From an optimization exercise on the open Yosys and OpenROAD flow, aimed at small area, a short achievable clock period and few clock cycles per item; shortcuts taken in it are not production practice.
Function was checked by simulation only, so behaviour that the tests miss may differ from the original.
No activity file was given, so power comes from the tool's default toggle rates.

== garnet ==
==> flow/design.v (excerpt) <==
module rng90_codec (
    input  wire        clk,
    input  wire        rst,
    input  wire        cmd_valid,
    output wire        cmd_ready,
    input  wire [7:0]  cmd_opcode,
    input  wire [7:0]  cmd_param1,
    input  wire [15:0] cmd_param2,
    input  wire [7:0]  cmd_len,
    input  wire        din_valid,
    output wire        din_ready,
    input  wire [7:0]  din_data,
    output wire        tx_valid,
    input  wire        tx_ready,
    output wire [7:0]  tx_data,
    output wire        tx_last,
    input  wire        rsp_valid,
    output wire        rsp_ready,
    input  wire [5:0]  rsp_cap,
    input  wire        rx_valid,
    output wire        rx_ready,
    input  wire [7:0]  rx_data,
    output wire        res_valid,
    input  wire        res_ready,
    output wire        res_ok,
    output wire [7:0]  res_count,
    output wire        pl_valid,
    input  wire        pl_ready,
    output wire [7:0]  pl_data,
    output wire        pl_last
);
==> module rng90_framer, before the edit <==
module rng90_framer (
    input  wire        clk,
    input  wire        rst,
    input  wire        cmd_valid,
    output wire        cmd_ready,
    input  wire [7:0]  cmd_opcode,
    input  wire [7:0]  cmd_param1,
    input  wire [15:0] cmd_param2,
    input  wire [7:0]  cmd_len,
    input  wire        din_valid,
    output wire        din_ready,
    input  wire [7:0]  din_data,
    output wire        tx_valid,
    input  wire        tx_ready,
    output wire [7:0]  tx_data,
    output wire        tx_last
);
    localparam integer P_SEL  = 0,
                       P_CNT  = 1,
                       P_OP   = 2,
                       P_P1   = 3,
                       P_P2L  = 4,
                       P_P2H  = 5,
                       P_DATA = 6,
                       P_CRCL = 7,
                       P_CRCH = 8;
    reg [8:0]  ps;
    reg [7:0]  f_op, f_p1;   
    reg [15:0] f_p2;
    reg [7:0]  left;         
    reg        cmd_rdy, din_rdy;
    reg [15:0] crc;          
    reg        tx_v, tx_l, tx_cov;
    reg [7:0]  tx_d;
    reg        sk_v, sk_sel;  
    assign cmd_ready = cmd_rdy;
    assign din_ready = din_rdy;
    assign tx_valid  = tx_v;
    assign tx_data   = tx_d;
    assign tx_last   = tx_l;
    wire pop = tx_v && tx_ready;
    wire [15:0] crc_full;    
    rng90_crc_step u_crc (
        .crc_in (crc),
        .data   (tx_d),
        .crc_out(crc_full)
    );
    wire [15:0] crc_now = (tx_v && tx_cov) ? crc_full : crc;
    wire [7:0] cnt_b  = left + 8'd7;
    wire       cmd_fire = cmd_valid && cmd_rdy;
    wire       din_fire = din_valid && din_rdy;
    wire       reg_src  = ps[P_CNT] || ps[P_OP] || ps[P_P1] || ps[P_P2L] || ps[P_P2H] ||
                          ps[P_CRCL] || ps[P_CRCH];
    wire       head_free = !tx_v || pop;
    wire       push   = (cmd_fire || din_fire || (reg_src && head_free)) && !sk_v;
    wire [7:0] pd     = ({8{ps[P_SEL]}}  & 8'h03) |
                        ({8{ps[P_CNT]}}  & cnt_b) |
                        ({8{ps[P_OP]}}   & f_op) |
                        ({8{ps[P_P1]}}   & f_p1) |
                        ({8{ps[P_P2L]}}  & f_p2[7:0]) |
                        ({8{ps[P_P2H]}}  & f_p2[15:8]) |
                        ({8{ps[P_DATA]}} & din_data) |
                        ({8{ps[P_CRCL]}} & crc_now[7:0]) |
                        ({8{ps[P_CRCH]}} & crc[15:8]);
    wire       p_cov  = |ps[P_DATA:P_CNT];
    wire       p_last = ps[P_CRCH];
    wire       l_zero = (left == 8'd0);
    wire       l_one  = (left == 8'd1);
    wire [8:0] ps_adv = {ps[P_CRCL],
                         (ps[P_P2H] && l_zero) || (ps[P_DATA] && l_one),
                         (ps[P_P2H] && !l_zero) || (ps[P_DATA] && !l_one),
                         ps[P_P2L], ps[P_P1], ps[P_OP], ps[P_CNT], ps[P_SEL],
                         ps[P_CRCH]};
    wire [8:0] ps_n   = push ? ps_adv : ps;
    wire sk_v_n    = !head_free && (sk_v || push);
    always @(posedge clk) begin
        if (head_free) begin
            tx_d   <= sk_v ? (sk_sel ? 8'h03 : f_op) : pd;
            tx_l   <= !sk_v && p_last;
            tx_cov <= sk_v ? !sk_sel : p_cov;
        end
        if (push && !head_free)
            sk_sel <= ps[P_SEL];
        if (cmd_fire) begin
            f_op <= cmd_opcode;
            f_p1 <= cmd_param1;
            f_p2 <= cmd_param2;
        end else if (din_fire && !head_free)
            f_op <= din_data;
        if (push && ps[P_SEL])
            left <= cmd_len;
        else if (push && ps[P_DATA])
            left <= left - 8'd1;
    end
    always @(posedge clk) begin
        if (rst) begin
            ps      <= 9'd1;
            cmd_rdy <= 1'b0;
            din_rdy <= 1'b0;
            crc     <= 16'h0000;
            tx_v    <= 1'b0;
            sk_v    <= 1'b0;
        end else begin
            ps      <= ps_n;
            cmd_rdy <= ps_n[P_SEL] && !sk_v_n;
            din_rdy <= ps_n[P_DATA] && !sk_v_n;
            if (pop)
                crc <= tx_l ? 16'h0000 : crc_now;
            if (head_free)
                tx_v <= sk_v || push;
            sk_v    <= sk_v_n;
        end
    end
endmodule
Settings: LEC_CHECK=0, ABC_CLOCK_PERIOD_IN_PS=2000, CAP_MARGIN=20, CORE_MARGIN=2, CORE_UTILIZATION=55, PLACE_DENSITY=0.72, SETUP_SLACK_MARGIN=3.3, SLEW_MARGIN=20; clock period 5.5 ns.
standard.sh (not shown) runs the stock make flow with config.mk's settings and CLKGATE_MAP_FILE= SYNTH_SCRIPT=/design/flow/synth_recipe.tcl, a recipe that flattens the netlist after the stock synthesis.
==> flow/flow/run.sh <==
#!/bin/bash
# The standard layout, with plain buffers on the ports (instead of the delay
# cells buffer_ports picks by default), resizing not tied to footprints, and
# a flatter clock tree (larger sink clusters, no dummy loads).
set -euo pipefail
bash standard.sh \
  "BUFFER_PORTS_ARGS=-buffer_cell sky130_fd_sc_hd__buf_2" \
  MATCH_CELL_FOOTPRINT=0 \
  "CTS_ARGS=-sink_clustering_enable -repair_clock_nets -sink_clustering_size 24 -sink_clustering_max_diameter 80 -dont_use_dummy_load" \
  finish > flow_make.log 2>&1
No stage failed in garnet, and the final checks on the layout all came back clean.
Testbench counts of garnet, summed over its fixed seeds: cycles 38,871, items 2,080.
Inputs modified between garnet and harbor:
diff --git a/flow/design.v b/flow/design.v
--- a/flow/design.v
+++ b/flow/design.v
@@ -51,5 +51,6 @@
     reg        tx_v, tx_l, tx_cov;
     reg [7:0]  tx_d;
-    reg        sk_v, sk_sel;  
+    reg        sk_v, sk_cov;  
+    reg [7:0]  sk_d;
     assign cmd_ready = cmd_rdy;
     assign din_ready = din_rdy;
@@ -67,9 +68,8 @@
     wire [7:0] cnt_b  = left + 8'd7;
     wire       cmd_fire = cmd_valid && cmd_rdy;
-    wire       din_fire = din_valid && din_rdy;
-    wire       reg_src  = ps[P_CNT] || ps[P_OP] || ps[P_P1] || ps[P_P2L] || ps[P_P2H] ||
-                          ps[P_CRCL] || ps[P_CRCH];
-    wire       head_free = !tx_v || pop;
-    wire       push   = (cmd_fire || din_fire || (reg_src && head_free)) && !sk_v;
+    wire       push_r = cmd_fire || (din_valid && din_rdy) ||
+                        ps[P_CNT] || ps[P_OP] || ps[P_P1] || ps[P_P2L] || ps[P_P2H] ||
+                        ps[P_CRCL] || ps[P_CRCH];
+    wire       push   = push_r && !sk_v;
     wire [7:0] pd     = ({8{ps[P_SEL]}}  & 8'h03) |
                         ({8{ps[P_CNT]}}  & cnt_b) |
@@ -91,19 +91,21 @@
                          ps[P_CRCH]};
     wire [8:0] ps_n   = push ? ps_adv : ps;
-    wire sk_v_n    = !head_free && (sk_v || push);
+    wire head_free = !tx_v || pop;
+    wire sk_v_n    = head_free ? (sk_v && push) : (sk_v || push);
     always @(posedge clk) begin
         if (head_free) begin
-            tx_d   <= sk_v ? (sk_sel ? 8'h03 : f_op) : pd;
-            tx_l   <= !sk_v && p_last;
-            tx_cov <= sk_v ? !sk_sel : p_cov;
+            tx_d <= sk_v ? sk_d : pd;
+            tx_l   <= sk_v ? ps[P_SEL] : p_last;
+            tx_cov <= sk_v ? sk_cov : p_cov;
+        end
+        if (push && !(head_free && !sk_v)) begin
+            sk_d   <= pd;
+            sk_cov <= p_cov;
         end
-        if (push && !head_free)
-            sk_sel <= ps[P_SEL];
         if (cmd_fire) begin
             f_op <= cmd_opcode;
             f_p1 <= cmd_param1;
             f_p2 <= cmd_param2;
-        end else if (din_fire && !head_free)
-            f_op <= din_data;
+        end
         if (push && ps[P_SEL])
             left <= cmd_len;
Results
Total area of multi-input combinational cells: lower on harbor. harbor reached the final stage; the timing, DRC and antenna checks on its layout passed. garnet ended with every stage complete and zero timing, DRC or antenna violations. Going from garnet to harbor, combined area of all synthesized cells went up by 1.5%; power went down by 3.5%; relative contribution of the clock network to total power went up by 0.8 points; worst slew margin relative to its limit went down by 6.4 points. Sequential share of layout area: harbor > garnet. | count of sequential standard cells | higher: harbor |. Delta(largest net degree at the start of global routing, harbor - garnet) > 0. garnet has a higher wire length than harbor. Note that the number of ordinary inverters in the final layout recorded for harbor amounts to 1.20 times the value seen in garnet. Between garnet and harbor, the flow reports cell area after layout decreasing slightly. In harbor relative to garnet, routed length on met3 had gone up by a little under 10%. In the metrics for garnet and harbor, the one carrying the lower relative contribution of combinational cells to total power is harbor.
Testbench counts of harbor, summed over its fixed seeds: cycles 38,871, items 2,080.

========
Another version of the RTL of rng90_codec (not shown whole).
==> module rng90_framer, before the edit <==
module rng90_framer (
    input  wire        clk,
    input  wire        rst,
    input  wire        cmd_valid,
    output wire        cmd_ready,
    input  wire [7:0]  cmd_opcode,
    input  wire [7:0]  cmd_param1,
    input  wire [15:0] cmd_param2,
    input  wire [7:0]  cmd_len,
    input  wire        din_valid,
    output wire        din_ready,
    input  wire [7:0]  din_data,
    output wire        tx_valid,
    input  wire        tx_ready,
    output wire [7:0]  tx_data,
    output wire        tx_last
);
    localparam integer P_SEL  = 0,
                       P_CNT  = 1,
                       P_OP   = 2,
                       P_P1   = 3,
                       P_P2L  = 4,
                       P_P2H  = 5,
                       P_DATA = 6,
                       P_CRCL = 7,
                       P_CRCH = 8;
    reg [8:0]  ps;
    reg [7:0]  left;         
    reg        cmd_rdy, din_rdy;
    reg [15:0] crc;          
    reg        tx_v, tx_l, tx_cov;
    reg [7:0]  tx_d;
    reg        sk_v, sk_cov;  
    reg [7:0]  sk_d;
    assign cmd_ready = cmd_rdy;
    assign din_ready = din_rdy;
    assign tx_valid  = tx_v;
    assign tx_data   = tx_d;
    assign tx_last   = tx_l;
    wire pop = tx_v && tx_ready;
    wire [15:0] crc_full;    
    rng90_crc_step u_crc (
        .crc_in (crc),
        .data   (tx_d),
        .crc_out(crc_full)
    );
    wire [15:0] crc_now = (tx_v && tx_cov) ? crc_full : crc;
    wire [7:0] cnt_b  = left + 8'd7;
    wire       push_r = (ps[P_SEL] && cmd_valid) || ps[P_CNT] ||
                        ((ps[P_OP] || ps[P_P1] || ps[P_P2L]) && cmd_valid) ||
                        (cmd_valid && cmd_rdy) || (din_valid && din_rdy) ||
                        ps[P_CRCL] || ps[P_CRCH];
    wire       push   = push_r && !sk_v;
    wire [7:0] pd     = ({8{ps[P_SEL]}}  & 8'h03) |
                        ({8{ps[P_CNT]}}  & cnt_b) |
                        ({8{ps[P_OP]}}   & cmd_opcode) |
                        ({8{ps[P_P1]}}   & cmd_param1) |
                        ({8{ps[P_P2L]}}  & cmd_param2[7:0]) |
                        ({8{ps[P_P2H]}}  & cmd_param2[15:8]) |
                        ({8{ps[P_DATA]}} & din_data) |
                        ({8{ps[P_CRCL]}} & crc_now[7:0]) |
                        ({8{ps[P_CRCH]}} & crc[15:8]);
    wire       p_cov  = |ps[P_DATA:P_CNT];
    wire       p_last = ps[P_CRCH];
    wire       l_zero = (left == 8'd0);
    wire       l_one  = (left == 8'd1);
    wire [8:0] ps_adv = {ps[P_CRCL],
                         (ps[P_P2H] && l_zero) || (ps[P_DATA] && l_one),
                         (ps[P_P2H] && !l_zero) || (ps[P_DATA] && !l_one),
                         ps[P_P2L], ps[P_P1], ps[P_OP], ps[P_CNT], ps[P_SEL],
                         ps[P_CRCH]};
    wire [8:0] ps_n   = push ? ps_adv : ps;
    wire head_free = !tx_v || pop;
    wire sk_v_n    = head_free ? (sk_v && push) : (sk_v || push);
    always @(posedge clk) begin
        if (head_free) begin
            tx_d <= sk_v ? sk_d : pd;
            tx_l   <= sk_v ? ps[P_SEL] : p_last;
            tx_cov <= sk_v ? sk_cov : p_cov;
        end
        if (push && !(head_free && !sk_v)) begin
            sk_d   <= pd;
            sk_cov <= p_cov;
        end
        if (push && ps[P_SEL])
            left <= cmd_len;
        else if (push && ps[P_DATA])
            left <= left - 8'd1;
    end
    always @(posedge clk) begin
        if (rst) begin
            ps      <= 9'd1;
            cmd_rdy <= 1'b0;
            din_rdy <= 1'b0;
            crc     <= 16'h0000;
            tx_v    <= 1'b0;
            sk_v    <= 1'b0;
        end else begin
            ps      <= ps_n;
            cmd_rdy <= ps_n[P_P2H] && !sk_v_n;
            din_rdy <= ps_n[P_DATA] && !sk_v_n;
            if (pop)
                crc <= tx_l ? 16'h0000 : crc_now;
            if (head_free)
                tx_v <= sk_v || push;
            sk_v    <= sk_v_n;
        end
    end
endmodule
export LEC_CHECK = 0
export ABC_CLOCK_PERIOD_IN_PS = 2000
export CAP_MARGIN = 20
export CORE_MARGIN = 2
export CORE_UTILIZATION = 55
export PLACE_DENSITY = 0.72
export SETUP_SLACK_MARGIN = 3.3
export SLEW_MARGIN = 20
create_clock -name core_clock -period 5.5 [get_ports {clk}]
Scripts as last shown in full above: flow/flow/run.sh
The baseline passed the timing, DRC and antenna checks.
Testbench counts at the start, summed over its fixed seeds: cycles 38,863, items 2,080.
Edit:
--- a/flow/design.v
+++ b/flow/design.v
@@ -43,6 +43,8 @@
                        P_CRCL = 7,
                        P_CRCH = 8;
     reg [8:0]  ps;
+    reg [7:0]  f_op, f_p1;   
+    reg [15:0] f_p2;
     reg [7:0]  left;         
     reg        cmd_rdy, din_rdy;
     reg [15:0] crc;          
@@ -64,17 +66,17 @@
     );
     wire [15:0] crc_now = (tx_v && tx_cov) ? crc_full : crc;
     wire [7:0] cnt_b  = left + 8'd7;
-    wire       push_r = (ps[P_SEL] && cmd_valid) || ps[P_CNT] ||
-                        ((ps[P_OP] || ps[P_P1] || ps[P_P2L]) && cmd_valid) ||
-                        (cmd_valid && cmd_rdy) || (din_valid && din_rdy) ||
+    wire       cmd_fire = cmd_valid && cmd_rdy;
+    wire       push_r = cmd_fire || (din_valid && din_rdy) ||
+                        ps[P_CNT] || ps[P_OP] || ps[P_P1] || ps[P_P2L] || ps[P_P2H] ||
                         ps[P_CRCL] || ps[P_CRCH];
     wire       push   = push_r && !sk_v;
     wire [7:0] pd     = ({8{ps[P_SEL]}}  & 8'h03) |
                         ({8{ps[P_CNT]}}  & cnt_b) |
-                        ({8{ps[P_OP]}}   & cmd_opcode) |
-                        ({8{ps[P_P1]}}   & cmd_param1) |
-                        ({8{ps[P_P2L]}}  & cmd_param2[7:0]) |
-                        ({8{ps[P_P2H]}}  & cmd_param2[15:8]) |
+                        ({8{ps[P_OP]}}   & f_op) |
+                        ({8{ps[P_P1]}}   & f_p1) |
+                        ({8{ps[P_P2L]}}  & f_p2[7:0]) |
+                        ({8{ps[P_P2H]}}  & f_p2[15:8]) |
                         ({8{ps[P_DATA]}} & din_data) |
                         ({8{ps[P_CRCL]}} & crc_now[7:0]) |
                         ({8{ps[P_CRCH]}} & crc[15:8]);
@@ -100,6 +102,11 @@
             sk_d   <= pd;
             sk_cov <= p_cov;
         end
+        if (cmd_fire) begin
+            f_op <= cmd_opcode;
+            f_p1 <= cmd_param1;
+            f_p2 <= cmd_param2;
+        end
         if (push && ps[P_SEL])
             left <= cmd_len;
         else if (push && ps[P_DATA])
@@ -115,7 +122,7 @@
             sk_v    <= 1'b0;
         end else begin
             ps      <= ps_n;
-            cmd_rdy <= ps_n[P_P2H] && !sk_v_n;
+            cmd_rdy <= ps_n[P_SEL] && !sk_v_n;
             din_rdy <= ps_n[P_DATA] && !sk_v_n;
             if (pop)
                 crc <= tx_l ? 16'h0000 : crc_now;
Outcome:
- global-route usage goes up by 0.81 points
- routed wire length goes up by about 7%
- combinational power went up by about 80%
- clock power rose by about 8%
- final area rises by about 6%
- worst setup slack is worse by 0.060 ns
- clock-buffer cell count climbs by 2
- total power grows by about 15%
- cell count rose by 5.3%
- synthesized area increases by 4.7%
- register-to-register slack degrades by 0.04 ns
- synthesized cell count went up by 3.3%
- maximum frequency fell by 2.5%
Testbench counts after the change, summed over its fixed seeds: cycles 38,871, items 2,080.

-- afterwards: timing with drivers on the ports --
How much do the figures lean on ideal ports? The routed layouts below were timed once more, with nothing changed but the port constraints.
Step 1 (the two cells are an assumption about what drives the block):
set clk [get_ports {clk}]
set_driving_cell -lib_cell sky130_fd_sc_hd__clkbuf_16 $clk
set_driving_cell -lib_cell sky130_fd_sc_hd__buf_2 [delete_from_list [all_inputs] $clk]
Step 2 also shifts input and output timing later by t, the mid clock arrival at the registers, as if the neighbouring blocks saw the same clock.
Three values: no drivers, after step 1, after step 2; two values: the first two.
| run | shift t [ns] | setup WS [ns] | worst hold slack (ns) | worst setup path after step 2 |
|---|---|---|---|---|
| garnet | 0.623 | 3.105 / 3.047 / 2.778 | 0.454 / 0.454 / 0.454 | input to register |
| harbor | 0.603 | 3.169 / 3.115 / 2.766 | 0.445 / 0.445 / 0.445 | input to register |
| the first run of note 2 | 0.591 | 3.191 / 3.137 / 2.704 | 0.459 / 0.459 / 0.459 | input to register |
| the second run of note 2 | 0.613 | 3.131 / 3.073 / 2.823 | 0.438 / 0.438 / 0.438 | input to register |
After both steps setup and hold are still met in every run listed. For the first run of note 2, which loses most, drivers alone change the setup slack by -0.054 ns; drivers and shift together by -0.487 ns.
